From an optimization exercise on the open Yosys and OpenROAD flow, aimed at small area, a short achievable clock period and few clock cycles; shortcuts taken in it are not production practice.
The RTL was checked by simulation tests, not by an equivalence proof against the original design.
Power is estimated from default activity; no workload was simulated.

## rle_encoder
module rle_encoder (
    input  wire       clk,
    input  wire       rst,           
    input  wire       in_valid,
    output wire       in_ready,
    input  wire [7:0] in_data,
    input  wire       in_last,
    output wire       out_valid,
    input  wire       out_ready,
    output reg  [7:0] out_data,
    output reg        out_last
);
clock: 10.0 ns
lec_check: 0
cap_margin: 60
core_margin: 2
core_utilization: 40
cts_buf_list: sky130_fd_sc_hd__clkbuf_8
cts_cluster_diameter: 50
cts_cluster_size: 16
slew_margin: 60
standard.sh (not shown) runs the stock make flow with config.mk's settings and CLKGATE_MAP_FILE= SYNTH_SCRIPT=/design/flow/synth_recipe.tcl, a recipe that flattens the netlist after the stock synthesis.
==> flow/flow/run.sh <==
#!/bin/bash
# The standard layout (standard.sh), with the port buffers that ORFS inserts
# before global placement made of sky130_fd_sc_hd__buf_4 cells instead of the
# cell buffer_ports picks by itself. Everything else is the standard flow's own flow.
set -euo pipefail
export BUFFER_PORTS_ARGS="-buffer_cell sky130_fd_sc_hd__buf_4"
bash standard.sh > standard.log 2>&1
Testbench counts at the start, summed over its fixed seeds: cycles 40,244.
Rerun with:
--- a/flow/design.v
+++ b/flow/design.v
@@ -18,31 +18,30 @@
     reg  [AW-1:0] c, c1;
     always @(posedge clk) begin
         if (rst) begin
             c  <= {AW{1'b0}};
             c1 <= {{(AW-1){1'b0}}, 1'b1};
         end else begin
             c  <= c1;
             c1 <= (c1 == N - 1) ? {AW{1'b0}} : c1 + 1'b1;
         end
     end
     reg        f0_v, f1_v, f0_l, f1_l, f0_e, f1_e;
-    reg  [7:0] f0_b, f1_b, prev_in;
+    reg  [7:0] f0_b, f1_b;
     reg        in_rdy;
     wire       fe_take;
     assign in_ready = in_rdy;
     wire       in_fire = in_valid & in_rdy;
-    wire       in_eq   = (in_data == prev_in);
+    wire       in_eq;                 
     wire       f1_v_n  = fe_take ? (f1_v & in_fire) : (f1_v | (f0_v & in_fire));
     always @(posedge clk) begin
-        if (in_fire) prev_in <= in_data;
         if (fe_take) begin
             if (f1_v) begin
                 f0_b <= f1_b; f0_l <= f1_l; f0_e <= f1_e;
                 f1_b <= in_data; f1_l <= in_last; f1_e <= in_eq;
             end else begin
                 f0_b <= in_data; f0_l <= in_last; f0_e <= in_eq;
             end
         end else if (!f0_v) begin
             f0_b <= in_data; f0_l <= in_last; f0_e <= in_eq;
         end else if (!f1_v) begin
             f1_b <= in_data; f1_l <= in_last; f1_e <= in_eq;
@@ -300,22 +299,23 @@
     reg         bl_high;             
     always @(*) begin
         case (bl_d)
             3'd1:    bl_high = (bl >= N - SM - 1);
             3'd2:    bl_high = (bl >= N - SM - 2);
             3'd3:    bl_high = (bl >= N - SM - 3);
             3'd7:    bl_high = (bl >= N - SM + 1);
             default: bl_high = (bl >= N - SM);
         endcase
     end
     wire [7:0] k_inc = k + 8'd1;
+    assign in_eq = (in_data == (f1_v ? f1_b : f0_v ? f0_b : v));
     always @(posedge clk) begin
         if (fe_take) v <= f0_b;
         if (do_write) wr_next <= c1;
         if (do_write & ~span_open) a0 <= c;
     end
     always @(posedge clk) begin
         if (rst) begin
             k         <= 8'd0;
             k0        <= 1'b1;
             k1        <= 1'b0;
             kmax      <= 1'b0;
Cell area barely changes. Routed wire length went up by 2.7%. Total power shrinks by 0.62%. Hold slack loses 0.025 ns. Fmax fell by 0.68%. Worst setup slack is worse by 0.024 ns.
Testbench counts after the change, summed over its fixed seeds: cycles 40,244.

## job 104
Another version of the RTL of rle_encoder (not shown whole).
Size: about 2500 flip-flops, about 24 I/O pins.
==> flow/config.mk <==
export PLATFORM = sky130hd
export DESIGN_NAME = rle_encoder
export DESIGN_NICKNAME = rle_encoder
export VERILOG_FILES = /design/flow/design.v
export SDC_FILE = /design/flow/constraint.sdc
export NUM_CORES = 4
export LEC_CHECK = 0
export CAP_MARGIN = 60
export CORE_MARGIN = 2
export CORE_UTILIZATION = 40
export CTS_BUF_LIST = sky130_fd_sc_hd__clkbuf_8
export CTS_CLUSTER_DIAMETER = 60
export CTS_CLUSTER_SIZE = 20
export SLEW_MARGIN = 60
==> flow/constraint.sdc <==
create_clock -name core_clock -period 10.0 [get_ports {clk}]
set_input_delay 2.0000 -clock core_clock [delete_from_list [all_inputs] [get_ports {clk}]]
set_output_delay 2.0000 -clock core_clock [all_outputs]
set_load 0.01 [all_outputs]
run.sh (not shown) runs the stock make flow with config.mk's settings and CLKGATE_MAP_FILE= SYNTH_SCRIPT=/design/flow/synth_recipe.tcl, a recipe that flattens the netlist after the stock synthesis.
Stock flow here: none of the scripts above is used.
Testbench counts of job 104, summed over its fixed seeds: cycles 39,809.
Input changes introduced in job 103 (baseline for comparison: job 104):
--- a/flow/design.v
+++ b/flow/design.v
@@ -115,19 +115,19 @@
             end
         end
     end
     always @(posedge clk) begin
         q_danger <= qd_n & ~rst;
         q_anylit <= qa_n;
     end
     reg           st_idle, st_tag, st_len, st_dat, st_val;
     reg           r_lit, r_last;
-    reg  [7:0]    r_len, r_val, r_cnt;
+    reg  [7:0]    r_val, r_cnt;
     reg           r_cnt1;            
     reg  [AW-1:0] s;                 
     reg  [6:0]    csel;              
     reg  [1:0]    since;             
     reg           dat_ok;            
     reg           r_dx;              
     wire          rd_ready;
     wire [7:0]    tap = ring[32*csel +: 8];
     reg  [7:0]    fd1, fd2, fd3;
@@ -184,19 +184,18 @@
                     if (st_dat && dat_ok && r_cnt1) begin st_dat <= 1'b0; st_idle <= 1'b1; end
                 end
             end
         end
     end
     always @(posedge clk) begin
         if (q_pop) begin
             r_lit  <= q_lit[0];
             r_last <= q_last[0];
-            r_len  <= q_len[0];
             r_cnt  <= q_len[0];
             r_cnt1 <= (q_len[0] == 8'd1);
             r_val  <= q_val[0][7:0];
             hdr_b  <= {7'd0, ~q_lit[0]};
             hdr_l  <= 1'b0;
             s      <= s_head;
             csel   <= s_head[AW-1:2];
             since  <= 2'd0;
             dat_ok <= (sh_lo == 2'd0);
@@ -205,39 +204,51 @@
             dat_ok <= (s_lo_n <= since_n);
             if (!r_take) begin
                 s    <= s_inc;
                 csel <= s_inc[AW-1:2];
             end
             if (r_take) begin
                 r_cnt  <= r_cnt - 8'd1;
                 r_cnt1 <= (r_cnt == 8'd2);
             end
-            if (rd_ready && st_tag) hdr_b <= r_len;
+            if (rd_ready && st_tag) hdr_b <= r_cnt;
             if (rd_ready && st_len) begin hdr_b <= r_val; hdr_l <= r_last; end
         end
     end
-    reg        o_v, k_v;
-    reg  [7:0] k_d;
-    reg        k_l;
+    reg        p_v, o_v, k_v;
+    reg  [7:0] p_d, k_d;
+    reg        p_l, k_l;
     assign out_valid = o_v;
-    assign rd_ready  = ~k_v;
+    assign rd_ready  = ~k_v;         
+    wire       o_take = out_ready | ~o_v;
     always @(posedge clk) begin
+        if (rd_fire) begin
+            p_d <= rd_data; p_l <= rd_last;
+        end
+        if (o_take) begin
+            if (k_v) begin out_data <= k_d; out_last <= k_l; end
+            else     begin out_data <= p_d; out_last <= p_l; end
+        end
+        if (k_v ? o_take : ~o_take) begin
+            k_d <= p_d; k_l <= p_l;
+        end
         if (rst) begin
+            p_v <= 1'b0;
             o_v <= 1'b0;
             k_v <= 1'b0;
-        end else if (out_ready || !o_v) begin
+        end else begin
+            p_v <= rd_fire | (p_v & k_v & ~o_take);
+            if (o_take) o_v <= k_v | p_v;
             if (k_v) begin
-                out_data <= k_d; out_last <= k_l; o_v <= 1'b1; k_v <= 1'b0;
+                if (o_take) k_v <= p_v;
             end else begin
-                out_data <= rd_data; out_last <= rd_last; o_v <= rd_valid;
+                if (!o_take) k_v <= p_v;
             end
-        end else if (rd_valid && !k_v) begin
-            k_d <= rd_data; k_l <= rd_last; k_v <= 1'b1;
         end
     end
     reg  [8:0]    k;                 
     reg           k0, k1, kmax;      
     reg           fin;               
     reg  [7:0]    lit_len;           
     reg           span_open;         
     reg           lit254;            
     reg  [AW-1:0] a0;                
Notes after the runs:
Job 103: flow completed, timing, DRC and antenna clean. Compared with job 104, job 103 shows a share of total power in combinational logic that is 1.2 points lower. Relative to job 104, total area of multi-input combinational cells increased by about 0.6% in job 103. Diff job 104 -> job 103: post-synthesis register bit count about even, register share of the cell area comparable, met3 track demand over resource stayed essentially flat. Job 104 → job 103: share of the clock period used by the worst path after layout lower; sequential standard cell area shows no meaningful change; synthesized cell count shrank by 64; post-DP HPWL went down. Cell count: job 103 lower than job 104. Compared with job 104, job 103 has extra setup slack. Job 103 ends up with lower tightest hold margin than job 104 does. Non-clock buffer count, job 103 vs job 104: down by a few percent. Layout-stage area growth over the synthesis result (higher): job 103.
Testbench counts of job 103, summed over its fixed seeds: cycles 39,817.

-- what the ideal ports hide --
Ports are ideal in the flow. The routed layouts listed here were re-timed in OpenROAD. Step 1: set_driving_cell puts a clkbuf_16 on clk and a buf_2 on each other input, an assumption about the parent block. Step 2 adds t to the input delays and takes it off the output delays; t is the mean of the earliest and latest rising clock arrival at the registers after step 1. Input paths then give back, and output paths get back, about the clock's delay inside the block. Three values: no drivers, after step 1, after step 2; two values: the first two.
| run | shift t [ns] | setup slack, ns | worst setup path at the end |
|---|---|---|---|
| the first run of note 1 | 0.994 | 6.553 / 6.485 / 6.581 | register to register |
| the second run of note 1 | 0.999 | 6.529 / 6.458 / 6.614 | register to register |
| job 104 | 0.940 | 5.909 / 5.841 / 6.253 | input to register |
| job 103 | 0.948 | 6.133 / 6.062 / 6.377 | register to register |
After both steps setup and hold are still met in every run listed.
